Source: an optimization exercise on an open RTL-to-GDS flow (aim: small area, a short achievable clock period and few clock cycles). Production flows keep margins and buffers that such runs may drop.
Only simulation tests tie the RTL to the original design; equivalence was not proved.
Power and IR drop assume default switching activity.

[flow/design.v]
module acc_core (
    input  wire        clk,
    input  wire        rst,           
    input  wire [31:0] max_steps,     
    output wire        mem_req,
    output wire        mem_we,
    output wire [11:0] mem_addr,
    output wire [15:0] mem_wdata,
    input  wire        mem_ready,
    input  wire [15:0] mem_rdata,
    output wire        done,
    output wire        halted,
    output wire [2:0]  fault_kind,
    output wire [15:0] fault_ea,
    output wire [15:0] pc,
    output wire [15:0] acc,
    output wire [15:0] ir,
    output wire [3:0]  flags,         
    output wire [31:0] step_count,
    input  wire [3:0]  dbg_sel,
    output wire [15:0] dbg_reg
);
    localparam OP_HALT  = 4'd0;
    localparam OP_LOAD  = 4'd1;
    localparam OP_STORE = 4'd2;
    localparam OP_ADD   = 4'd3;
    localparam OP_SUB   = 4'd4;
    localparam OP_CMP   = 4'd5;
    localparam OP_JMP   = 4'd6;
    localparam OP_JZ    = 4'd7;
    localparam OP_JNZ   = 4'd8;
    localparam S_FETCH = 2'd0;
    localparam S_PTR   = 2'd1;
    localparam S_MEM   = 2'd2;
    reg [1:0]  state;
    reg [12:0] pc_r;        
    reg [15:0] acc_r;
    reg [15:0] ir_r;
    reg [15:0] md;
    reg        zf, sf, cf, of;
    reg        halted_r;
    reg [2:0]  fk;
    reg [31:0] sc;
    reg        done_r;
    reg        stop_r;      
    reg        first;       
    reg [15:0] regs [0:15];
    reg        pend;
    assign done       = done_r;
    assign halted     = halted_r;
    assign fault_kind = fk;
    assign fault_ea   = (fk == 3'd5) ? md : 16'd0;
    assign pc         = {3'd0, pc_r};
    assign acc        = acc_r;
    assign ir         = ir_r;
    assign flags      = {zf, sf, cf, of};
    assign step_count = sc;
    wire [15:0] rval = regs[mem_rdata[3:0]];
    assign dbg_reg = regs[dbg_sel];
    wire [3:0] ir_op = ir_r[15:12];
    wire p_load = (ir_op == OP_LOAD);
    wire p_sub  = (ir_op == OP_SUB) || (ir_op == OP_CMP);
    wire p_wr   = (ir_op != OP_CMP);
    wire [15:0] a_in = p_load ? 16'd0 : acc_r;
    wire [15:0] b_in = p_sub ? ~md : md;
    wire [16:0] r    = {1'b0, a_in} + {1'b0, b_in} + {16'd0, p_sub};
    wire [15:0] zt   = (a_in ^ b_in) ^ {(a_in[14:0] | b_in[14:0]), p_sub};
    wire r_zero = (zt == 16'd0);
    wire r_cf   = p_sub ? !r[16] : r[16];
    wire r_of   = p_sub ? (!r[16] ^ r[15]) : (r[16] | r[15]);
    wire        zf_now  = pend ? r_zero : zf;
    wire [15:0] acc_now = (pend && p_wr) ? r[15:0] : acc_r;
    wire [31:0] sc_inc = sc + 32'd1;
    wire eq1 = (sc_inc == max_steps);
    wire mz  = (max_steps == 32'd0);           
    wire run = !done_r && !stop_r && !(first && mz);
    wire pc_oob = pc_r[12];
    assign mem_req   = !done_r && !stop_r && (state != S_FETCH || !pc_oob);
    assign mem_we    = !done_r && !stop_r && (state == S_MEM) && (ir_op == OP_STORE);
    assign mem_addr  = (state == S_FETCH) ? pc_r[11:0] : md[11:0];
    assign mem_wdata = acc_r;
    wire [3:0]  f_op = mem_rdata[15:12];
    wire [11:0] f_o  = mem_rdata[11:0];
    wire f_direct   = (f_o[11:8] == 4'd0);
    wire f_indirect = (f_o[11:8] == 4'd1);
    wire f_imm      = (f_o[11:9] == 3'd1);
    wire f_reg      = (f_o[11:4] == 8'h40);
    wire f_regind   = (f_o[11:4] == 8'h41);
    wire f_resv     = !(f_direct || f_indirect || f_imm || f_reg || f_regind);
    wire f_jump     = (f_op == OP_JMP) || (f_op == OP_JZ) || (f_op == OP_JNZ);
    wire f_illop    = (f_op > OP_JNZ);
    wire f_badmode  = ((f_op == OP_STORE) && f_imm) || (f_jump && !f_direct);
    wire f_taken    = (f_op == OP_JMP) || ((f_op == OP_JZ) && zf_now) || ((f_op == OP_JNZ) && !zf_now);
    wire f_rval_oob = (rval[15:12] != 4'd0);
    wire in_fetch = (state == S_FETCH);
    wire [3:0] x_op = in_fetch ? f_op : ir_op;
    wire x_alu = (x_op == OP_LOAD) || (x_op == OP_ADD) || (x_op == OP_SUB) || (x_op == OP_CMP);
    integer i;
    always @(posedge clk) begin
        if (rst) begin
            state    <= S_FETCH;
            pc_r     <= 13'd0;
            acc_r    <= 16'd0;
            ir_r     <= 16'd0;
            zf       <= 1'b0;
            sf       <= 1'b0;
            cf       <= 1'b0;
            of       <= 1'b0;
            md       <= 16'd0;
            halted_r <= 1'b0;
            fk       <= 3'd0;
            sc       <= 32'd0;
            done_r   <= 1'b0;
            stop_r   <= 1'b0;
            first    <= 1'b1;
            pend     <= 1'b0;
        end else begin
            if (!(first && mz && !mem_ready))
                first <= 1'b0;
            if (pend) begin
                if (p_wr)
                    acc_r <= r[15:0];
                zf <= r_zero;
                sf <= r[15];
                cf <= r_cf;
                of <= r_of;
            end
            pend <= 1'b0;
            if ((first && mz && mem_ready) || stop_r)
                done_r <= 1'b1;
            if (run) begin
                case (state)
                S_FETCH: begin
                    if (pc_oob) begin
                        halted_r <= 1'b1;
                        fk       <= 3'd1;
                        done_r   <= 1'b1;
                    end else if (mem_ready) begin
                        ir_r <= mem_rdata;
                        if (f_illop) begin
                            halted_r <= 1'b1;
                            fk       <= 3'd2;
                            done_r   <= 1'b1;
                        end else if (f_resv) begin
                            halted_r <= 1'b1;
                            fk       <= 3'd3;
                            done_r   <= 1'b1;
                        end else if (f_badmode) begin
                            halted_r <= 1'b1;
                            fk       <= 3'd4;
                            done_r   <= 1'b1;
                        end else if (f_op == OP_HALT) begin
                            halted_r <= 1'b1;
                            sc       <= sc_inc;
                            done_r   <= 1'b1;
                        end else if (f_jump) begin
                            pc_r   <= f_taken ? {5'd0, f_o[7:0]} : pc_r + 13'd1;
                            sc     <= sc_inc;
                            done_r <= eq1;
                        end else if (f_direct || f_indirect) begin
                            md    <= {8'd0, f_o[7:0]};
                            state <= f_direct ? S_MEM : S_PTR;
                        end else if (f_regind) begin
                            md <= rval;
                            if (f_rval_oob) begin
                                halted_r <= 1'b1;
                                fk       <= 3'd5;
                                done_r   <= 1'b1;
                            end else begin
                                state <= S_MEM;
                            end
                        end else begin
                            if (x_alu) begin
                                md     <= f_reg ? rval : {7'd0, f_o[8:0]};
                                pend   <= 1'b1;
                                stop_r <= eq1;
                            end else begin
                                done_r <= eq1;
                            end
                            pc_r <= pc_r + 13'd1;
                            sc   <= sc_inc;
                        end
                    end
                end
                S_PTR: begin
                    if (mem_ready) begin
                        md <= mem_rdata;
                        if (mem_rdata[15:12] != 4'd0) begin
                            halted_r <= 1'b1;
                            fk       <= 3'd5;
                            done_r   <= 1'b1;
                            state    <= S_FETCH;
                        end else begin
                            state <= S_MEM;
                        end
                    end
                end
                default: begin  
                    if (mem_ready) begin
                        if (x_alu) begin
                            md     <= mem_rdata;
                            pend   <= 1'b1;
                            stop_r <= eq1;
                        end else begin
                            done_r <= eq1;
                        end
                        pc_r  <= pc_r + 13'd1;
                        sc    <= sc_inc;
                        state <= S_FETCH;
                    end
                end
                endcase
            end
        end
    end
    wire        rf_we   = run && in_fetch && !pc_oob && mem_ready &&
                          (mem_rdata[15:4] == {OP_STORE, 8'h40});
    wire [15:0] rf_data = rst ? 16'd0 : acc_now;
    always @(posedge clk) begin
        for (i = 0; i < 16; i = i + 1)
            if (rst || (rf_we && mem_rdata[3:0] == i))
                regs[i] <= rf_data;
    end
endmodule
[flow/flow/abc_override.tcl]
# abc with its own default (area-oriented) mapping script instead of the
# script, delay target and constraints ORFS hands it; liberty and dont_use
# arguments are kept
proc abc {args} {
  set kept {}
  for {set i 0} {$i < [llength $args]} {incr i} {
    set a [lindex $args $i]
    if {$a in {-script -D -constr}} { incr i; continue }
    lappend kept $a
  }
  yosys abc {*}$kept
}
[flow/constraint.sdc]
create_clock -name core_clock -period 8.0 [get_ports {clk}]
set_input_delay 1.6000 -clock core_clock [delete_from_list [all_inputs] [get_ports {clk}]]
set_output_delay 1.6000 -clock core_clock [all_outputs]
set_load 0.01 [all_outputs]
[flow/standard.sh]
#!/bin/bash
# synth_recipe.tcl (not shown) runs the flow's synth.tcl, then flattens the netlist and writes it again
# the make line also repeats each setting of config.mk as NAME=value (left out here)
make -C /OpenROAD-flow-scripts/flow DESIGN_CONFIG=/design/flow/config.mk WORK_HOME=/design/flow/orfs CLKGATE_MAP_FILE= SYNTH_SCRIPT=/design/flow/synth_recipe.tcl "${@:-finish}"
[flow/flow/run.sh]
#!/bin/bash
# The standard layout (standard.sh) with two changes:
#  - synthesis maps the logic with abc's own default (area-oriented) script
#    instead of ORFS's speed script; everything else in the synthesis is
#    synth_recipe.tcl unchanged, so the registers are the standard ones
#  - the port buffers are the smallest plain buffer rather than the delay
#    buffer buffer_ports picks on its own; timing repair resizes them where a
#    path needs it
# make's output goes to standard.log; each ORFS step keeps its own log under
# orfs/logs.
set -o pipefail
cat flow/abc_override.tcl synth_recipe.tcl > my_synth.tcl
sed "s#SYNTH_SCRIPT=[^ ]*#SYNTH_SCRIPT=$PWD/my_synth.tcl#" standard.sh > my_standard.sh
grep -q "SYNTH_SCRIPT=$PWD/my_synth.tcl" my_standard.sh || { echo "could not point standard.sh at my_synth.tcl"; exit 1; }
export BUFFER_PORTS_ARGS="-buffer_cell sky130_fd_sc_hd__buf_1"
bash my_standard.sh > standard.log 2>&1
[flow/config.mk]
export PLATFORM = sky130hd
export DESIGN_NAME = acc_core
export DESIGN_NICKNAME = acc_core
export VERILOG_FILES = /design/flow/design.v
export SDC_FILE = /design/flow/constraint.sdc
export NUM_CORES = 4
export LEC_CHECK = 0
export CAP_MARGIN = 20
export CORE_MARGIN = 2
export CORE_UTILIZATION = 40
export CTS_CLUSTER_DIAMETER = 120
export CTS_CLUSTER_SIZE = 20
export PLACE_DENSITY = 0.6
export SETUP_SLACK_MARGIN = 3.5
export SLEW_MARGIN = 20
export TNS_END_PERCENT = 10
==> results of run 1 <==
[power breakdown]
part | internal, mW | leakage [nW] | switching, mW
logic | 0.170 | 3.72 | 0.303
clock network | 0.527 | 0.306 | 0.642
registers | 2.07 | 3.51 | 0.0537
[cells in the mapped netlist (19+ instances only)]
master / number
a211oi_1: 70
a21o_1: 27
a21oi_1: 60
a221oi_1: 34
a222oi_1: 106
a22oi_1: 52
and2_0: 21
and4_1: 19
buf_4: 24
clkinv_1: 51
dfxtp_1: 107
edfxtp_1: 256
ha_1: 33
nand2_1: 155
nand3_1: 35
nand4_1: 31
nor2_1: 154
nor3_1: 57
nor4_1: 19
o21ai_0: 28
xnor2_1: 52
xor2_1: 21
[state kept, by name, summed over array words and instances (netlist names), 2 cells and up]
signal and cells:
ir_r 16, pc_r 13, sc 32, md 16, state 2, fk 3
regs 256, acc_r 16
[repair_timing]
item | CTS | global route
endpoints found under the hold margin | 0 | 0
cloned | 6 | 2
resized for setup | 117 | 63
endpoints found under the setup margin | 327 | 362
pin swaps | 44 | 11
setup buffers | 60 | 16
[placed cells by master, fill, tap and decap left out, types with 23 or more instances in the layout]
cell type	synthesis	final
a211oi_1	70	67
a21o_1	27	27
a21oi_1	60	57
a221oi_1	34	30
a222oi_1	106	106
a22oi_1	52	52
buf_1	0	181
buf_4	24	98
buf_6	0	27
clkbuf_16	0	23
clkinv_1	51	51
dfxtp_1	107	101
edfxtp_1	256	256
ha_1	33	33
nand2_1	155	151
nand3_1	35	30
nand4_1	31	31
nor2_1	154	146
nor3_1	57	42
xnor2_1	52	50
[critical path: cells and delay by family]
kind,cells,cell delay [ns]
compound gates,2,0.67
buf+inv,4,0.60
simple gates,3,0.34
[cells by family after synthesis]
| group | synth area share [%] |
|---|---|
| AO/OA/AOI/OAI | 19.90 |
| adder cells (fa/ha/maj) | 2.466 |
| flip-flops | 55.99 |
| other | 0.02136 |
| AND/OR/NAND/NOR | 15.30 |
| buffers and inverters | 2.117 |
| XOR/XNOR | 4.041 |
| multiplexers | 0.1710 |
[metal layers]
layer  up-vias  wire, um  global-route usage [%]
li1       6979         -                       -
met1      7589     25060                   36.83
met2      1189     30060                   44.96
met3       259      8202                   6.063
met4         0      3671                   14.20
met5         -         0                       0
[worst paths after layout]
path	end	from	slack, ns
max	dbg_reg[15]	dbg_sel[1]	3.19
min	ir_r[0]	ir_r[0]	0.46
max reg2reg	regs[12][15]	ir_r[14]	3.67
min reg2reg	ir_r[0]	ir_r[0]	0.46
[final cells by class]
cell class | count | area [sq um] | area share [%]
Tap cell | 585 | 732.0 | 3.402
Clock inverter | 3 | 37.54 | 0.1744
Multi-Input combinational cell | 1127 | 7873 | 36.59
Sequential cell | 363 | 9839 | 45.73
Timing Repair Buffer | 343 | 2242 | 10.42
Inverter | 51 | 191.4 | 0.8896
Clock buffer | 36 | 603.1 | 2.803
==> results.cfg, run 1 <==
[timing]
tns_ns = 0
fmax_mhz = 207.7
hold_violations = 0
finalSetupViolations = 0
rsz0062_at_grt = yes
setup_ws_ns = 3.185
holdWs_ns = 0.4612
clock-skew-final_ns = 0.03123
worst_pin_slew_ns = 1.193
slew_violations = 0
finalCritPeriodShare_pct = 60.19
fin_crit_ns = 4.815
slew_headroom_pct = 20.47

[power_and_ir_drop]
power_mw = 3.767
p_leak_nw = 7.538
peakVddDrop_mv = 0.1690
power.density_nw_per_um2 = 175.1

[finish]
layout.cells.non_filler = 2508
fillers = 3923
area_growth_syn_to_layout_pct = 22.56
drive_above_1_share_pct = 13.94
diodes = 0
finish.utilization_pct = 49.84
fin_nets = 1997
final_area_sq_um = 21520

[synthesis]
synth_top_cell_area_share_pct = 43.79
synth_edf_count = 256
yosys.area.top_type = edfxtp_1
synth_area_leaders = edfxtp_1, dfxtp_1, a222oi_1, nand2_1, nor2_1
synth.cell_area_sq_um = 17560
ys_warn_count = 2
syn_inst = 1563
synth_ff_type = edfxtp_1
synth_area_per_cell_sq_um = 11.23
async_flop_share_pct = 0
synth_seq_cells = 363
ys_types = 58
seq_area_frac_synth_pct = 55.99

[detailed_routing]
drt_first_pass_iters = 9
drcViolationCount = 0
wl_um = 67000
wire_per_inst_um = 26.71
avgViaCountPerCell = 6.386
antenna_left = 0
via_count = 16020
drtIter0Drc = 2677

[global_route]
grt_max_degree = 69
track_usage_pct = 28.35
grt_pass1_wl_um = 95430
grt_pass1_vias = 14850
overflow = 0
antenna_found_initial = 0

[floorplanning]
start_util_pct = 40.67
ioPinCount = 206
die_w_um = 213.5
rows = 76
die_y_um = 213.5
core_area_sq_um = 43170
dieArea_sq_um = 45580

[job]
cap_violations = 0

[worst_setup_path]
max_stage_delay_ns = 0.39
crit_top_cell = buf_12
rr_worst_depth = 20
critical_path.max_fanout = 16
crit_path_cell_trace = buf_12 -> buf_12 -> nand2_8 -> nor2_1 -> buf_6 -> a222oi_1 -> nand4_1 -> a211o_1 -> buf_2
slowest_stage = a222oi_1
endpoint_kind = output pin
cp.arrival_ns = 3.21
crit_required_ns = 6.40
start_kind = input port
criticalPathCategory = input port to output pin

[placed_design]
place_area_sq_um = 19490
place_hpwl_um = 41040
port_buffers = 202
pre_cts_ws_ns = 2.211
place.gp.congestion = 0.9250
dp.cells = 2385

[min_path]
hp-class = flop to flop
hold_depth = 2

[outcome]
status = finished clean

[clock_network]
cts-root-buf = clkbuf_16
cts_tree = built
clock-sinks = 363
hold_buffers = 0
htree_levels = 1
clockBufferDepth = 3
path_clk_slew_ns = 0.10
clkLatencyLatePin_ns = 0.57
cts_made_buffers = 22
Testbench counts, summed over its fixed seeds: cycles 80,223.
==> run 2, diff against run 1 <==
--- a/flow/config.mk
+++ b/flow/config.mk
@@ -13,3 +13,3 @@
 export PLACE_DENSITY = 0.6
-export SETUP_SLACK_MARGIN = 3.5
+export SETUP_SLACK_MARGIN = 3.25
 export SLEW_MARGIN = 20
==> results.cfg, run 2 <==
[timing]
slew_headroom_pct = 21.11
finalSetupViolations = 0
rsz0062_at_grt = yes
fmax_mhz = 208.4
slew_violations = 0
finalCritPeriodShare_pct = 59.98
worst_pin_slew_ns = 1.183
holdWs_ns = 0.4734
setup_ws_ns = 3.202
tns_ns = 0
hold_violations = 0
clock-skew-final_ns = 0.03415
fin_crit_ns = 4.798

[floorplanning]
dieArea_sq_um = 45580
core_area_sq_um = 43170
start_util_pct = 40.67
die_w_um = 213.5
die_y_um = 213.5
ioPinCount = 206
rows = 76

[synthesis]
synth_seq_cells = 363
synth_area_per_cell_sq_um = 11.23
seq_area_frac_synth_pct = 55.99
ys_warn_count = 2
ys_types = 58
yosys.area.top_type = edfxtp_1
synth_top_cell_area_share_pct = 43.79
yosysMostFrequentCell = edfxtp_1
synth_area_leaders = edfxtp_1, dfxtp_1, a222oi_1, nand2_1, nor2_1
synth.cell_area_sq_um = 17560
synth_ff_type = edfxtp_1
synth_edf_count = 256
synthTopCellsByCount = edfxtp_1, nand2_1, nor2_1, dfxtp_1, a222oi_1
async_flop_share_pct = 0
syn_inst = 1563

[worst_setup_path]
criticalPathCategory = input port to output pin
crit_required_ns = 6.40
r2r_end = of
critPathLaunch = dbg_sel[1]
start_kind = input port
rr_worst_depth = 24
cp.arrival_ns = 3.20
endpoint_kind = output pin
critical_path.max_fanout = 7
regToRegStartpoint = ir_r[14]
r2r_slack_ns = 3.42
critical_path.endpoint = dbg_reg[10]

[finish]
layout_commonest_cell = edfxtp_1
drive_above_1_share_pct = 9.154
largest_reg_flops = 256
top_regs = regs: 256 flops, sc: 32 flops
area_growth_syn_to_layout_pct = 17.96
fin_nets = 1942
diodes = 0
fillers = 4007
largest_register = regs
mostFrequentLayoutCells = edfxtp_1, buf_1, nand2_1

[clock_network]
cts_tree = built
htree_levels = 1
cts-root-buf = clkbuf_16
path_clk_slew_ns = 0.09
clkLatencyLatePin_ns = 0.57
clockBufferDepth = 3
cts_made_buffers = 22
clock-sinks = 363

[global_route]
antenna_found_initial = 0
top_usage_layer = met2
met1_usage_pct = 37.30
use_met2_pct = 43.73
grt_pass1_vias = 14410
grt_max_degree = 63
grt_pass1_wl_um = 92870
overflow = 0
grt_util_met3_pct = 5.595
track_usage_pct = 27.60

[detailed_routing]
wl_um = 65830
avgViaCountPerCell = 6.455
drcViolationCount = 0
drtIter0Drc = 2689
drt_first_pass_iters = 10
wire_per_inst_um = 26.83
via_count = 15830
antenna_left = 0

[placed_design]
place_hpwl_um = 41750
place.gp.congestion = 0.9316
pre_cts_ws_ns = 2.004
port_buffers = 202

[job]
cap_violations = 0

[min_path]
hp-class = flop to flop

[outcome]
status = finished clean

[power_and_ir_drop]
power_mw = 3.738
peakVddDrop_mv = 0.1762
power.density_nw_per_um2 = 180.5
p_leak_nw = 7.104
## run 2: cell counts after synthesis
Identical to the previous run, type by type.
## run 2: cell families after synthesis
logic type	synth area share, %
muxes	0.1710
adders and majority gates	2.466
other	0.02136
DFF	55.99
AOI/OAI and AO/OA	19.90
buffers and inverters	2.117
xor gates and xnor gates	4.041
and+or+nand+nor	15.30
## run 2: worst min-delay path by stage
stage,start,end,slack (ns),cells past startpoint
floorplan,stop_r,stop_r,0.43,2
global placement,ir_r[6],ir_r[6],0.45,2
detailed placement,ir_r[9],ir_r[9],0.46,2
CTS,ir_r[9],ir_r[9],0.48,2
global route,ir_r[2],ir_r[2],0.49,2
finish,ir_r[9],ir_r[9],0.47,2
## run 2: timing repair
item	in CTS	in global routing
buffers inserted	20	8
endpoints found under the hold margin	0	0
gates cloned	0	1
setup endpoints to repair	298	332
resized for setup	47	27
hold buffers	0	0
pin swaps	10	7
## run 2: final cells by class
| type | instances | area (sq um) | share of cell area [%] |
|---|---|---|---|
| clock buffers | 36 | 613.1 | 2.960 |
| multi-input cells | 1127 | 7684 | 37.10 |
| repair buffers | 288 | 1619 | 7.818 |
| well taps | 585 | 732.0 | 3.534 |
| inverters | 51 | 191.4 | 0.9244 |
| flip-flops and latches | 363 | 9837 | 47.50 |
| clock inverters | 3 | 33.78 | 0.1631 |
## run 2: power breakdown
group | internal (mW) | switching, mW | total [mW]
Sequential | 2.07 | 0.0544 | 2.13
Clock | 0.534 | 0.645 | 1.18
Combinational | 0.143 | 0.291 | 0.434
Total | 2.75 | 0.990 | 3.74
## run 2: critical path: stages
cell      delay [ns]
buf_6           0.14
nand2b_4        0.17
nor3_2          0.04
buf_6           0.13
buf_4           0.17
a222oi_1        0.35
and4_1          0.23
nand3_1         0.17
buf_1           0.19
## run 2: per-layer routing
| metal | share of wire [%] | up-vias |
|---|---|---|
| li1 | - | 6858 |
| met1 | 38 | 7615 |
| met2 | 45 | 1158 |
| met3 | 12 | 203 |
| met4 | 4.4 | 0 |
| met5 | 0 | - |
## run 2: stage by stage
step / instances / utilization, % / area, sq um
after floorplan: 1565 / - / 17620
after global routing: 2453 / 47.97 / 20710
after CTS: 2444 / 47.57 / 20530
final: 2453 / 47.97 / 20710
after detailed placement: 2385 / 45.15 / 19490
after global placement: 2385 / 45.14 / 19490
==> run 3, diff against run 2 <==
--- a/flow/config.mk
+++ b/flow/config.mk
@@ -13,3 +13,3 @@
 export PLACE_DENSITY = 0.6
-export SETUP_SLACK_MARGIN = 3.25
+export SETUP_SLACK_MARGIN = 3.0
 export SLEW_MARGIN = 20
==> results.cfg, run 3 <==
[outcome]
status = finished clean

[detailed_routing]
avgViaCountPerCell = 6.389
wire_per_inst_um = 26.50
drt_first_pass_iters = 18
via_count = 15540
drtIter0Drc = 2851
antenna_left = 0
wl_um = 64460
drcViolationCount = 0

[synthesis]
synth_ff_type = edfxtp_1
yosys.area.top_type = edfxtp_1
ys_warn_count = 2
synth_top_cell_area_share_pct = 43.79
yosysMostFrequentCell = edfxtp_1
synth_seq_cells = 363
synth_area_leaders = edfxtp_1, dfxtp_1, a222oi_1, nand2_1, nor2_1
seq_area_frac_synth_pct = 55.99
synth.cell_area_sq_um = 17560
synth_edf_count = 256
synth_area_per_cell_sq_um = 11.23
async_flop_share_pct = 0
ys_types = 58
syn_inst = 1563
synthTopCellsByCount = edfxtp_1, nand2_1, nor2_1, dfxtp_1, a222oi_1

[worst_setup_path]
crit_path_cell_trace = buf_2 -> nand2b_1 -> nor3_2 -> buf_4 -> a222oi_1 -> nand2_1 -> a221oi_1 -> and3_1 -> nand3_1 -> buf_1
endpoint_kind = output pin
slowest_stage = a222oi_1
r2r_end = regs[4][15]
regToRegStartpoint = ir_r[12]
max_stage_delay_ns = 0.37
critPathBufInv = 3
rr_worst_depth = 19
criticalPathCategory = input port to output pin
cp.arrival_ns = 3.51
critical_path.max_fanout = 16
crit_required_ns = 6.40
r2r_slack_ns = 3.01
start_kind = input port
path_delay_family = simple AND/OR/NAND/NOR gates
cp.depth = 10
critPathLaunch = dbg_sel[3]

[finish]
layout_commonest_cell = edfxtp_1
ff_latch_area_sq_um = 9836
area_growth_syn_to_layout_pct = 15.46
fin_nets = 1921
drive_above_1_share_pct = 6.930
top_regs = regs: 256 flops, sc: 32 flops
fillers = 4047
mostFrequentLayoutCells = edfxtp_1, buf_1, nand2_1
largest_reg_flops = 256
largest_register = regs
final_area_sq_um = 20270
diodes = 0
finish.utilization_pct = 46.95
multi_input_area_sq_um = 7571
layout.cells.non_filler = 2432

[timing]
hold_violations = 0
tns_ns = 0
rsz0062_at_grt = yes
fin_crit_ns = 5.110
holdWs_ns = 0.4622
slew_headroom_pct = 24.69
clock-skew-final_ns = 0.04501
finalSetupViolations = 0
finalCritPeriodShare_pct = 63.87
fmax_mhz = 195.7
slew_violations = 0
worst_pin_slew_ns = 1.124

[placed_design]
place.gp.congestion = 0.9094
port_buffers = 202
place_area_sq_um = 19460
dp.cells = 2383
place_hpwl_um = 41520

[clock_network]
cts_made_buffers = 22
clkLatencyLatePin_ns = 0.59
cts_tree = built
cts-root-buf = clkbuf_16
htree_levels = 1
clockBufferDepth = 3
clock-sinks = 363
path_clk_slew_ns = 0.08

[floorplanning]
die_y_um = 213.5
dieArea_sq_um = 45580
start_util_pct = 40.67
rows = 76
ioPinCount = 206
die_w_um = 213.5
core_area_sq_um = 43170

[min_path]
hp-class = flop to flop
hold_depth = 2
whs_endpoint = ir_r[7]
hold_path.startpoint = ir_r[7]

[job]
cap_violations = 0

[global_route]
antenna_found_initial = 0
grt_pass1_vias = 14430
grt_pass1_wl_um = 92280
overflow = 0
track_usage_pct = 27.26
grt_max_degree = 70

[power_and_ir_drop]
peakVddDrop_mv = 0.1755
power.density_nw_per_um2 = 183.0
p_leak_nw = 6.885
run 3: cell counts after synthesis:
No cell type changed its count.
run 3: layer usage:
metal  vias up  track usage, %  wire (um)
li1       6810               -          -
met1      7409           37.13      25200
met2      1113           43.00      29040
met3       206           5.228       7665
met4         0           10.87       2557
met5         -               0          0
run 3: cell type report:
class | count | share of cell area (%)
clock inverter | 3 | 0.2469
multi-input combinational | 1127 | 37.35
clock buffer | 36 | 2.975
timing repair buffer | 267 | 6.351
tap | 585 | 3.611
sequential | 363 | 48.52
inverter | 51 | 0.9444
run 3: power breakdown:
group,switching (mW),internal (mW),leakage [nW]
Combinational,0.283,0.130,3.06
Clock,0.643,0.529,0.310
Sequential,0.0545,2.07,3.51
run 3: kinds of logic after synthesis:
family / share of synthesized area (%)
AND/OR/NAND/NOR: 15.30
flip-flops: 55.99
adder cells (fa/ha/maj): 2.466
XOR/XNOR: 4.041
AO/OA/AOI/OAI: 19.90
buffers and inverters: 2.117
other: 0.02136
multiplexers: 0.1710
run 3: worst reg2reg max path, cell delays in order (launching register included):
cell	delay (ns)
dfxtp_1	0.50
nor4b_2	0.28
buf_4	0.28
nor2b_1	0.10
clkinv_1	0.08
ha_1	0.26
a31o_1	0.20
a21o_1	0.19
a21o_1	0.18
a21o_1	0.19
a21o_1	0.18
a21o_1	0.17
a21o_1	0.18
a21o_1	0.17
a21o_1	0.18
a21o_1	0.18
a31oi_1	0.24
o21ai_1	0.12
xnor2_1	0.23
a211oi_4	0.75
run 3: how the worst max path moves through the flow:
stage	to	slack (ns)
finish	dbg_reg[0]	2.89
global route	of	2.66
CTS	md[8]	2.81
detailed placement	md[9]	2.24
global placement	md[13]	2.20
floorplan	dbg_reg[11]	2.83
run 3: timing repair:
| action | 4_1_cts | 5_1_grt |
|---|---|---|
| hold buffers | 0 | 0 |
| buffers inserted | 9 | 0 |
| gates resized for setup | 10 | 4 |
| pin swaps | 2 | 0 |
| endpoints found under the hold margin | 0 | 0 |
| endpoints found under the setup margin | 65 | 153 |
run 3: per-stage QoR:
| stage | power (mW) | worst slack (ns) |
|---|---|---|
| after global routing | 3.827 | 2.659 |
| after global placement | 2.554 | 2.203 |
| after CTS | 3.717 | 2.807 |
| after detailed placement | 2.558 | 2.243 |
| final | 3.710 | 2.890 |
| after floorplan | 2.365 | 2.828 |
==> run 4, diff against run 3 <==
--- a/flow/config.mk
+++ b/flow/config.mk
@@ -13,3 +13,3 @@
 export PLACE_DENSITY = 0.6
-export SETUP_SLACK_MARGIN = 3.0
+export SETUP_SLACK_MARGIN = 3.35
 export SLEW_MARGIN = 20
==> results.cfg, run 4 <==
[detailed_routing]
wl_um = 65500
drt_first_pass_iters = 13
wire_per_inst_um = 26.52
via_count = 15880
drcViolationCount = 0
antenna_left = 0
avgViaCountPerCell = 6.431
drtIter0Drc = 2859

[synthesis]
synth.cell_area_sq_um = 17560
syn_inst = 1563
synth_seq_cells = 363
yosys.area.top_type = edfxtp_1
async_flop_share_pct = 0
synthTopCellsByCount = edfxtp_1, nand2_1, nor2_1, dfxtp_1, a222oi_1
synth_area_leaders = edfxtp_1, dfxtp_1, a222oi_1, nand2_1, nor2_1
synth_edf_count = 256
synth_area_per_cell_sq_um = 11.23
synth_ff_type = edfxtp_1
seq_area_frac_synth_pct = 55.99
yosysMostFrequentCell = edfxtp_1
ys_warn_count = 2
synth_top_cell_area_share_pct = 43.79
ys_types = 58

[clock_network]
path_clk_slew_ns = 0.09
clkLatencyLatePin_ns = 0.59
cts_made_buffers = 22
cts_tree = built
htree_levels = 1
clockBufferDepth = 3
hold_buffers = 0
cts-root-buf = clkbuf_16
clock-sinks = 363

[global_route]
overflow = 0
antenna_found_initial = 0
grt_util_met3_pct = 6.224
met1_usage_pct = 37.24
grt_pass1_vias = 14570
use_met2_pct = 42.80
track_usage_pct = 27.61
grt_max_degree = 68
top_usage_layer = met2
grt_pass1_wl_um = 93420

[worst_setup_path]
endpoint_kind = output pin
criticalPathCategory = input port to output pin
cp.arrival_ns = 3.29
rr_worst_depth = 18
critical_path.max_fanout = 16
start_kind = input port
crit_required_ns = 6.40

[timing]
worst_pin_slew_ns = 1.199
fmax_mhz = 204.4
hold_violations = 0
slew_headroom_pct = 20.09
rsz0062_at_grt = yes
finalSetupViolations = 0
tns_ns = 0
fin_crit_ns = 4.893
finalCritPeriodShare_pct = 61.16
slew_violations = 0
clock-skew-final_ns = 0.03722

[finish]
fin_nets = 1958
finish.utilization_pct = 48.59
top_regs = regs: 256 flops, sc: 32 flops
area_growth_syn_to_layout_pct = 19.47
diodes = 0
mostFrequentLayoutCells = edfxtp_1, buf_1, nand2_1
drive_above_1_share_pct = 10.77
layout_commonest_cell = edfxtp_1
largest_reg_flops = 256
largest_register = regs

[floorplanning]
ioPinCount = 206
dieArea_sq_um = 45580
core_area_sq_um = 43170
rows = 76
start_util_pct = 40.67
die_w_um = 213.5
die_y_um = 213.5

[power_and_ir_drop]
power.density_nw_per_um2 = 179.0
p_leak_nw = 7.254
peakVddDrop_mv = 0.1793

[job]
cap_violations = 0

[min_path]
hold_depth = 2
hp-class = flop to flop

[outcome]
status = finished clean

[placed_design]
port_buffers = 202
place_hpwl_um = 41060
place.gp.congestion = 0.9575
run 4: metrics by stage:
step / instance area [sq um] / instances / hold WS (ns) / power, mW / setup slack (ns)
finish: 20980 / 2470 / 0.4617 / 3.754 / 3.107
global route: 20980 / 2470 / 0.4932 / 3.860 / 3.046
CTS: 20770 / 2461 / 0.4658 / 3.740 / 3.104
detailed placement: 19450 / 2378 / 0.4525 / 2.557 / 2.253
global placement: 19440 / 2378 / 0.4485 / 2.553 / 2.386
floorplan: 17620 / 1565 / 0.4330 / 2.365 / 3.078
run 4: final timing paths:
check	slack, ns	startpoint	end
max	3.11	dbg_sel[3]	dbg_reg[0]
min	0.46	ir_r[0]	ir_r[0]
max reg2reg	3.24	ir_r[12]	regs[14][13]
min reg2reg	0.46	ir_r[0]	ir_r[0]
run 4: layout make-up:
cell class	instances	area (sq um)
Fill cell	3968	22200
Sequential cell	363	9838
Multi-Input combinational cell	1127	7761
Timing Repair Buffer	304	1792
Tap cell	585	732.0
Clock buffer	38	610.6
Inverter	51	191.4
Clock inverter	2	50.05
run 4: what timing repair did:
action / in CTS / in global routing
buffers inserted: 41 / 8
setup endpoints to repair: 295 / 347
gates cloned: 2 / 1
endpoints found under the hold margin: 0 / 0
gates resized for setup: 78 / 36
pin swaps: 24 / 7
run 4: logic make-up (layout without fill, tap and decap cells):
kind of cell,Yosys count,in the layout,synth area share [%]
muxes,3,3,0.1710
adders and majority gates,34,34,2.466
and+or+nand+nor,560,560,15.30
DFF,363,363,55.99
AOI/OAI and AO/OA,451,451,19.90
other,1,3,0.02136
xor gates and xnor gates,76,76,4.041
buffers and inverters,75,395,2.117
run 4: critical path: stages:
cell and delay, ns:
buf_6 0.15, nand2b_4 0.19, nor3_2 0.05, buf_6 0.19
a222oi_1 0.35, nand2_1 0.10, a221oi_1 0.21, and3_1 0.19
nand3_1 0.09, buf_2 0.17
run 4: per-layer routing:
metal  vias to the layer above  part of all wire (%)
li1                       6881                     -
met1                      7557                    38
met2                      1188                    44
met3                       258                    13
met4                         0                   5.2
met5                         -                     0
run 4: power by group:
part | leakage, nW | switching (mW) | internal (mW)
Combinational | 3.43 | 0.291 | 0.151
Clock | 0.311 | 0.652 | 0.534
Sequential | 3.51 | 0.0553 | 2.07
==> run 5, diff against run 4 <==
--- a/flow/config.mk
+++ b/flow/config.mk
@@ -11,5 +11,5 @@
 export CTS_CLUSTER_DIAMETER = 120
-export CTS_CLUSTER_SIZE = 20
+export CTS_CLUSTER_SIZE = 25
 export PLACE_DENSITY = 0.6
-export SETUP_SLACK_MARGIN = 3.35
+export SETUP_SLACK_MARGIN = 3.25
 export SLEW_MARGIN = 20
==> results.cfg, run 5 <==
[floorplanning]
dieArea_sq_um = 45580
core_area_sq_um = 43170
rows = 76
die_y_um = 213.5
ioPinCount = 206
die_w_um = 213.5
start_util_pct = 40.67

[placed_design]
place_area_sq_um = 19490
place.gp.congestion = 0.9316
port_buffers = 202
place_hpwl_um = 41750

[worst_setup_path]
slowest_stage = a222oi_1
critical_path.max_fanout = 16
endpoint_kind = output pin
criticalPathCategory = input port to output pin
r2r_slack_ns = 3.54
crit_required_ns = 6.40
max_stage_delay_ns = 0.40
cp.arrival_ns = 3.22
crit_path_cell_trace = buf_6 -> nand2_1 -> nor2_1 -> buf_4 -> a222oi_1 -> nand4_1 -> a211o_1 -> buf_1
critPathBufInv = 3
path_delay_family = compound AO/OA/AOI/OAI gates
start_kind = input port

[clock_network]
clock-sinks = 363
clkLatencyLatePin_ns = 0.56
cts_tree = built
hold_buffers = 0
htree_levels = 1
cts-root-buf = clkbuf_16
clockBufferDepth = 3
path_clk_slew_ns = 0.10
cts_made_buffers = 18

[timing]
fin_crit_ns = 4.820
clock-skew-final_ns = 0.02873
hold_violations = 0
tns_ns = 0
finalCritPeriodShare_pct = 60.25
slew_headroom_pct = 25.60
worst_pin_slew_ns = 1.116
finalSetupViolations = 0
fmax_mhz = 207.5
slew_violations = 0
rsz0062_at_grt = yes

[global_route]
grt_pass1_vias = 14300
overflow = 0
antenna_found_initial = 1
grt_pass1_wl_um = 92490
grt_max_degree = 63
track_usage_pct = 27.44

[power_and_ir_drop]
clockPowerShare_pct = 29.5
power_mw = 3.633
p_leak_nw = 7.086
peakVddDrop_mv = 0.1243
power.density_nw_per_um2 = 175.8
p_int_mw = 2.667
seqPwrFrac_pct = 58.5
swShare_pct = 26.58
power_switching_uw = 965.7
p_comb_share_pct = 12.0

[synthesis]
synthTopCellsByCount = edfxtp_1, nand2_1, nor2_1, dfxtp_1, a222oi_1
synth.cell_area_sq_um = 17560
synth_ff_type = edfxtp_1
synth_top_cell_area_share_pct = 43.79
synth_area_leaders = edfxtp_1, dfxtp_1, a222oi_1, nand2_1, nor2_1
syn_inst = 1563
yosys.area.top_type = edfxtp_1
async_flop_share_pct = 0
ys_types = 58
seq_area_frac_synth_pct = 55.99
synth_area_per_cell_sq_um = 11.23
yosysMostFrequentCell = edfxtp_1
synth_seq_cells = 363
synth_edf_count = 256
ys_warn_count = 2

[finish]
fin_nets = 1945
drive_above_1_share_pct = 9.641
diodes = 0
top_regs = regs: 256 flops, sc: 32 flops
final_area_sq_um = 20660
layout_commonest_cell = edfxtp_1
area_growth_syn_to_layout_pct = 17.69
fillers = 4019
largest_register = regs
largest_reg_flops = 256
mostFrequentLayoutCells = edfxtp_1, buf_1, nand2_1

[outcome]
status = finished clean

[detailed_routing]
wire_per_inst_um = 26.70
drtIter0Drc = 2888
drt_first_pass_iters = 10
antenna_left = 0
avgViaCountPerCell = 6.438
drcViolationCount = 0
wl_um = 65470
via_count = 15790

[job]
cap_violations = 0

[min_path]
hp-class = flop to flop
[run 5: cell counts after synthesis]
Identical to the previous run, type by type.
[run 5: metal layers]
metal / GRT usage [%] / routed length (um) / part of all wire (%) / up-vias
met3: 5.404 / 7768 / 12 / 230
met1: 37.16 / 25470 / 39 / 7587
li1: - / - / - / 6850
met2: 43.23 / 28930 / 44 / 1116
met4: 11.40 / 3279 / 5.0 / 2
met5: 0 / 13 / 0.020 / -
[run 5: through the flow]
| stage | cells | util [%] | setup slack, ns | hold WS [ns] |
|---|---|---|---|---|
| after floorplan | 1565 | - | 3.078 | 0.4330 |
| final | 2452 | 47.86 | 3.180 | 0.4739 |
| after detailed placement | 2385 | 45.15 | 2.004 | 0.4622 |
| after global routing | 2452 | 47.86 | 3.053 | 0.4958 |
| after global placement | 2385 | 45.14 | 2.032 | 0.4461 |
| after CTS | 2439 | 47.32 | 2.854 | 0.4777 |
[run 5: power groups by stage]
stage	clock network, mW	logic [mW]	registers (mW)
floorplan	0	0.214	2.15
global placement	0	0.395	2.16
detailed placement	0	0.397	2.16
CTS	1.08	0.413	2.12
global route	1.14	0.463	2.13
finish	1.07	0.438	2.12
[run 5: path summary, 6_finish.rpt]
kind	start	endpoint	cells past startpoint
max	dbg_sel[2]	dbg_reg[15]	8
min	ir_r[0]	ir_r[0]	2
max reg2reg	ir_r[13]	of	24
min reg2reg	ir_r[0]	ir_r[0]	2
[run 5: cells by family after synthesis]
family | synth area share, %
other cells | 0.02136
simple gates | 15.30
xor+xnor | 4.041
mux | 0.1710
buf+inv | 2.117
fa+ha+maj | 2.466
compound gates | 19.90
flops | 55.99
[run 5: cell type report]
class                      instances  area, sq um  area share, %
timing repair buffer             295         1672          8.090
clock inverter                     3        50.05         0.2422
inverter                          51        191.4         0.9265
tap                              585        732.0          3.542
multi-input combinational       1127         7692          37.23
clock buffer                      28        488.0          2.362
sequential                       363         9837          47.61
[run 5: repair_timing]
action                                  4_1_cts  5_1_grt
cloned                                        0        1
pin swaps                                    10       10
resized for setup                            46       37
hold endpoints to repair                      0        0
setup buffers                                23       12
endpoints found under the setup margin      307      333
[run 5: tightest hold or removal path: stages, from the launching register on]
cell     delay, ns
dfxtp_1       0.33
nand2_1       0.06
a21oi_1       0.05
==> run 6, diff against run 5 <==
--- a/flow/config.mk
+++ b/flow/config.mk
@@ -7,3 +7,3 @@
 export LEC_CHECK = 0
-export CAP_MARGIN = 20
+export CAP_MARGIN = 10
 export CORE_MARGIN = 2
@@ -14,3 +14,3 @@
 export SETUP_SLACK_MARGIN = 3.25
-export SLEW_MARGIN = 20
+export SLEW_MARGIN = 10
 export TNS_END_PERCENT = 10
==> results.cfg, run 6 <==
[detailed_routing]
wl_um = 65370
antenna_left = 0
drcViolationCount = 0
wire_per_inst_um = 26.70
avgViaCountPerCell = 6.439
via_count = 15760
drt_first_pass_iters = 10
drtIter0Drc = 2640

[clock_network]
cts_tree = built
clock-sinks = 363
path_clk_slew_ns = 0.10
cts_made_buffers = 18
clkLatencyLatePin_ns = 0.55
cts-root-buf = clkbuf_16
clockBufferDepth = 3
hold_buffers = 0
htree_levels = 1

[power_and_ir_drop]
p_comb_share_pct = 12.0
p_int_mw = 2.648
seqPwrFrac_pct = 58.9
peakVddDrop_mv = 0.1276
swShare_pct = 26.58
power.density_nw_per_um2 = 175.2
power_mw = 3.607
p_leak_nw = 7.050
clockPowerShare_pct = 29.1
power_switching_uw = 958.7

[floorplanning]
start_util_pct = 40.67
rows = 76
ioPinCount = 206
dieArea_sq_um = 45580
die_w_um = 213.5
core_area_sq_um = 43170
die_y_um = 213.5

[synthesis]
yosysMostFrequentCell = edfxtp_1
synth_area_per_cell_sq_um = 11.23
synthTopCellsByCount = edfxtp_1, nand2_1, nor2_1, dfxtp_1, a222oi_1
synth.cell_area_sq_um = 17560
yosys.area.top_type = edfxtp_1
syn_inst = 1563
synth_top_cell_area_share_pct = 43.79
ys_types = 58
synth_ff_type = edfxtp_1
synth_edf_count = 256
synth_area_leaders = edfxtp_1, dfxtp_1, a222oi_1, nand2_1, nor2_1
seq_area_frac_synth_pct = 55.99
synth_seq_cells = 363
ys_warn_count = 2
async_flop_share_pct = 0

[global_route]
antenna_found_initial = 0
grt_max_degree = 63
track_usage_pct = 27.56
overflow = 0
grt_pass1_vias = 14510
grt_pass1_wl_um = 92960

[min_path]
hold_path.startpoint = ir_r[6]
whs_endpoint = ir_r[6]
hp-class = flop to flop
hold_depth = 2

[worst_setup_path]
r2r_slack_ns = 3.38
start_kind = input port
rr_worst_depth = 24
regToRegStartpoint = ir_r[14]
cp.arrival_ns = 5.35
crit_required_ns = 8.45
r2r_end = of
critical_path.max_fanout = 32
endpoint_kind = flop
criticalPathCategory = input port to flop

[finish]
largest_register = regs
diodes = 0
finish.utilization_pct = 47.68
top_regs = regs: 256 flops, sc: 32 flops
layout_commonest_cell = edfxtp_1
area_growth_syn_to_layout_pct = 17.25
drive_above_1_share_pct = 9.179
fillers = 4000
mostFrequentLayoutCells = edfxtp_1, buf_1, nand2_1
largest_reg_flops = 256
fin_nets = 1941

[timing]
worst_pin_slew_ns = 1.221
clock-skew-final_ns = 0.02555
finalSetupViolations = 0
slew_headroom_pct = 18.47
tns_ns = 0
fmax_mhz = 204.1
holdWs_ns = 0.4655
finalCritPeriodShare_pct = 61.24
slew_violations = 0
rsz0062_at_grt = yes
fin_crit_ns = 4.899
hold_violations = 0
setup_ws_ns = 3.101

[placed_design]
place.gp.congestion = 0.9316
port_buffers = 202
place_hpwl_um = 41760
pre_cts_ws_ns = 2.062

[job]
cap_violations = 0

[outcome]
status = finished clean
## run 6: cell counts after synthesis
Identical to the previous run, type by type.
## run 6: cells by family after synthesis
family / after synthesis / synth area share (%)
buffers and inverters: 75 / 2.117
and+or+nand+nor: 560 / 15.30
xor gates and xnor gates: 76 / 4.041
DFF: 363 / 55.99
other: 1 / 0.02136
adders and majority gates: 34 / 2.466
muxes: 3 / 0.1710
AOI/OAI and AO/OA: 451 / 19.90
## run 6: final cells by class
class                           instances  area [sq um]  share of cell area [%]
Multi-Input combinational cell       1127          7666                   37.24
Clock buffer                           28         488.0                   2.371
Inverter                               51         191.4                  0.9300
Timing Repair Buffer                  291          1639                   7.963
Sequential cell                       363          9837                   47.79
Clock inverter                          3         31.28                  0.1520
Tap cell                              585         732.0                   3.556
## run 6: how the worst max path moves through the flow
stage / startpoint / to / slack, ns / cells after the start
floorplan: ir_r[14] / regs[0][15] / 3.08 / 17
global placement: mem_rdata[5] / md[9] / 2.03 / 10
detailed placement: mem_rdata[5] / md[15] / 2.06 / 10
CTS: mem_rdata[3] / fk[1] / 2.94 / 13
global route: mem_rdata[5] / md[15] / 2.96 / 10
finish: mem_rdata[5] / md[15] / 3.10 / 10
## run 6: routing by layer
layer | vias to the layer above | wire, um | track usage [%]
met5 | - | 0 | 0
met4 | 0 | 3176 | 12.09
met3 | 217 | 7817 | 5.448
met2 | 1124 | 29100 | 43.23
met1 | 7571 | 25280 | 37.19
li1 | 6850 | - | -
## run 6: worst max-delay path, cell delays in order
cell      delay, ns
buf_1          0.18
or4_1          0.57
nor4b_2        0.59
nor2_1         0.28
nor3_1         0.43
nor2_1         0.15
nor4_1         0.56
o21a_2         0.64
nor2_1         0.08
a211oi_1       0.26
## run 6: power by group through the flow
stage | clock, mW | combinational, mW | sequential, mW
2_1_floorplan | 0 | 0.214 | 2.15
3_3_place_gp | 0 | 0.395 | 2.16
3_5_place_dp | 0 | 0.397 | 2.16
4_1_cts | 1.06 | 0.414 | 2.12
5_1_grt | 1.12 | 0.461 | 2.13
6_report | 1.05 | 0.433 | 2.12
## run 6: per-stage QoR
stage,cells,cell area (sq um)
5_1_grt,2448,20580
4_1_cts,2438,20410
3_5_place_dp,2385,19490
6_report,2448,20580
2_1_floorplan,1565,17620
3_3_place_gp,2385,19490
## run 6: timing repair
action	in CTS	in global routing
gates cloned	0	1
resized for setup	45	32
pin swaps	10	7
endpoints found under the setup margin	303	356
setup buffers	22	9
==> run 7, diff against run 6 <==
--- a/flow/config.mk
+++ b/flow/config.mk
@@ -7,10 +7,10 @@
 export LEC_CHECK = 0
-export CAP_MARGIN = 10
+export CAP_MARGIN = 20
 export CORE_MARGIN = 2
-export CORE_UTILIZATION = 40
+export CORE_UTILIZATION = 50
 export CTS_CLUSTER_DIAMETER = 120
 export CTS_CLUSTER_SIZE = 25
-export PLACE_DENSITY = 0.6
+export PLACE_DENSITY = 0.7
 export SETUP_SLACK_MARGIN = 3.25
-export SLEW_MARGIN = 10
+export SLEW_MARGIN = 20
 export TNS_END_PERCENT = 10
==> results.cfg, run 7 <==
[outcome]
status = finished clean

[detailed_routing]
wire_per_inst_um = 26.66
antenna_left = 0
drt_first_pass_iters = 10
avgViaCountPerCell = 6.789
wl_um = 61450
drtIter0Drc = 3363
via_count = 15650
drcViolationCount = 0

[worst_setup_path]
criticalPathCategory = input port to output pin
cp.arrival_ns = 3.35
endpoint_kind = output pin
crit_required_ns = 6.40
critical_path.max_fanout = 16
start_kind = input port

[finish]
largest_register = regs
final_area_sq_um = 20250
layout_commonest_cell = edfxtp_1
layout.cells.non_filler = 2305
largest_reg_flops = 256
fin_nets = 1927
mostFrequentLayoutCells = edfxtp_1, buf_1, nand2_1
fillers = 2919
area_growth_syn_to_layout_pct = 15.32
finish.utilization_pct = 58.61
drive_above_1_share_pct = 8.000
top_regs = regs: 256 flops, sc: 32 flops
multi_input_area_sq_um = 7647
ff_latch_area_sq_um = 9837
diodes = 0

[timing]
fin_crit_ns = 4.948
fmax_mhz = 202.1
finalCritPeriodShare_pct = 61.85
tns_ns = 0
finalSetupViolations = 0
rsz0062_at_grt = yes
slew_headroom_pct = 20.24
setup_ws_ns = 3.052
slew_violations = 0
hold_violations = 0
clock-skew-final_ns = 0.03392
worst_pin_slew_ns = 1.196

[synthesis]
synthTopCellsByCount = edfxtp_1, nand2_1, nor2_1, dfxtp_1, a222oi_1
yosysMostFrequentCell = edfxtp_1
syn_inst = 1563
ys_warn_count = 2
synth_top_cell_area_share_pct = 43.79
synth_seq_cells = 363
async_flop_share_pct = 0
synth_edf_count = 256
synth.cell_area_sq_um = 17560
ys_types = 58
yosys.area.top_type = edfxtp_1
seq_area_frac_synth_pct = 55.99
synth_area_per_cell_sq_um = 11.23
synth_ff_type = edfxtp_1
synth_area_leaders = edfxtp_1, dfxtp_1, a222oi_1, nand2_1, nor2_1

[placed_design]
port_buffers = 202
dp.cells = 2251
pre_cts_ws_ns = 2.344
place_area_sq_um = 19290
place.gp.congestion = 0.9567
place_hpwl_um = 39360

[global_route]
grt_pass1_vias = 14720
overflow = 0
use_met2_pct = 51.25
top_usage_layer = met2
grt_max_degree = 63
met1_usage_pct = 44.86
grt_pass1_wl_um = 90690
track_usage_pct = 32.91
antenna_found_initial = 0
grt_util_met3_pct = 7.160

[floorplanning]
ioPinCount = 206
start_util_pct = 50.83
die_w_um = 191.4
rows = 68
core_area_sq_um = 34540
dieArea_sq_um = 36630
die_y_um = 191.4

[min_path]
hp-class = flop to flop

[clock_network]
cts-root-buf = clkbuf_16
htree_levels = 1
cts_tree = built
clockBufferDepth = 3
clock-sinks = 363
path_clk_slew_ns = 0.10
clkLatencyLatePin_ns = 0.55
cts_made_buffers = 18

[power_and_ir_drop]
seqPwrFrac_pct = 59.3
power_switching_uw = 938.4
clockPowerShare_pct = 29.0
p_leak_nw = 6.937
swShare_pct = 26.20
p_int_mw = 2.643
power.density_nw_per_um2 = 176.9
p_comb_share_pct = 11.7
peakVddDrop_mv = 0.2220

[job]
cap_violations = 0
-- run 7: changes by cell type in the layout (fill, tap and decap cells not counted), sizes merged --
cell    change
clkinv      +1
inv         -2
clkbuf      -2
buf        -10
-- run 7: final timing paths --
path	from	end	slack (ns)	cells after the start
max	dbg_sel[2]	dbg_reg[15]	3.05	8
min	ir_r[1]	ir_r[1]	0.46	2
max reg2reg	ir_r[13]	of	3.38	24
min reg2reg	ir_r[1]	ir_r[1]	0.46	2
-- run 7: power groups by stage --
stage                     clock network (mW)  logic, mW  registers [mW]
after floorplan                            0      0.214            2.15
final                                   1.04      0.420            2.12
after detailed placement                   0      0.390            2.16
after CTS                               1.05      0.406            2.12
after global routing                    1.11      0.447            2.13
after global placement                     0      0.385            2.16
-- run 7: timing repair --
action | CTS | global route
setup buffers | 21 | 1
hold buffers | 0 | 0
setup endpoints to repair | 146 | 336
gates resized for setup | 38 | 19
pin swaps | 12 | 3
-- run 7: per-stage QoR --
| step | total power [mW] | hold WS [ns] |
|---|---|---|
| 6_report | 3.582 | 0.4647 |
| 5_1_grt | 3.690 | 0.4928 |
| 4_1_cts | 3.575 | 0.4635 |
| 3_5_place_dp | 2.553 | 0.4489 |
| 3_3_place_gp | 2.545 | 0.4458 |
| 2_1_floorplan | 2.365 | 0.4330 |
-- run 7: cell type report --
cell class / instances / share of cell area, %
flip-flops and latches: 363 / 48.59
multi-input cells: 1127 / 37.77
repair buffers: 277 / 7.274
well taps: 455 / 2.812
clock buffers: 30 / 2.447
inverters: 51 / 0.9456
clock inverters: 2 / 0.1607
-- run 7: critical path, stage by stage --
cell and delay, ns:
buf_4 0.19, nand2b_4 0.21, nor2_1 0.07, buf_4 0.25, a222oi_1 0.37, nand4_1 0.15
a211o_1 0.32, buf_1 0.16
-- run 7: layer usage --
metal / share of wire [%] / wire [um] / vias up
li1: - / - / 6821
met1: 37 / 22820 / 7318
met2: 44 / 27080 / 1255
met3: 14 / 8498 / 254
met4: 5.0 / 3057 / 0
met5: 0 / 0 / -
-- run 7: logic make-up after synthesis --
logic type	count (synthesis)	synth area share (%)
buf+inv	75	2.117
fa+ha+maj	34	2.466
simple gates	560	15.30
mux	3	0.1710
compound gates	451	19.90
xor+xnor	76	4.041
other cells	1	0.02136
flops	363	55.99

[what the ideal ports hide]
In the flow no input, the clock included, has a driving cell. The finished layouts below were timed again as built, in two steps.
Step 1, drivers: a clkbuf_16 drives clk and a buf_2 each remaining input, both assumed.
Step 2 also shifts input and output timing later by t, the mid clock arrival at the registers, as if the neighbouring blocks saw the same clock.
Slacks: ideal ports / drivers / drivers and shift; pairs: ideal ports / drivers.
run	t (ns)	setup slack, ns	latest minus earliest clock arrival (ns)
run 1	0.609	3.185 / 3.128 / 2.879	0.031 / 0.031
run 2	0.615	3.202 / 3.158 / 2.699	0.035 / 0.035
run 3	0.629	2.890 / 2.868 / 2.376	0.047 / 0.047
run 4	0.627	3.107 / 3.065 / 2.821	0.039 / 0.038
run 5	0.605	3.180 / 3.148 / 2.734	0.033 / 0.032
run 6	0.595	3.101 / 3.130 / 2.535	0.029 / 0.029
run 7	0.589	3.052 / 3.020 / 2.528	0.034 / 0.035
After both steps setup and hold are still met in every run listed. The setup slack of run 6, which loses most, moves by +0.029 ns with the drivers and by -0.566 ns with both steps.
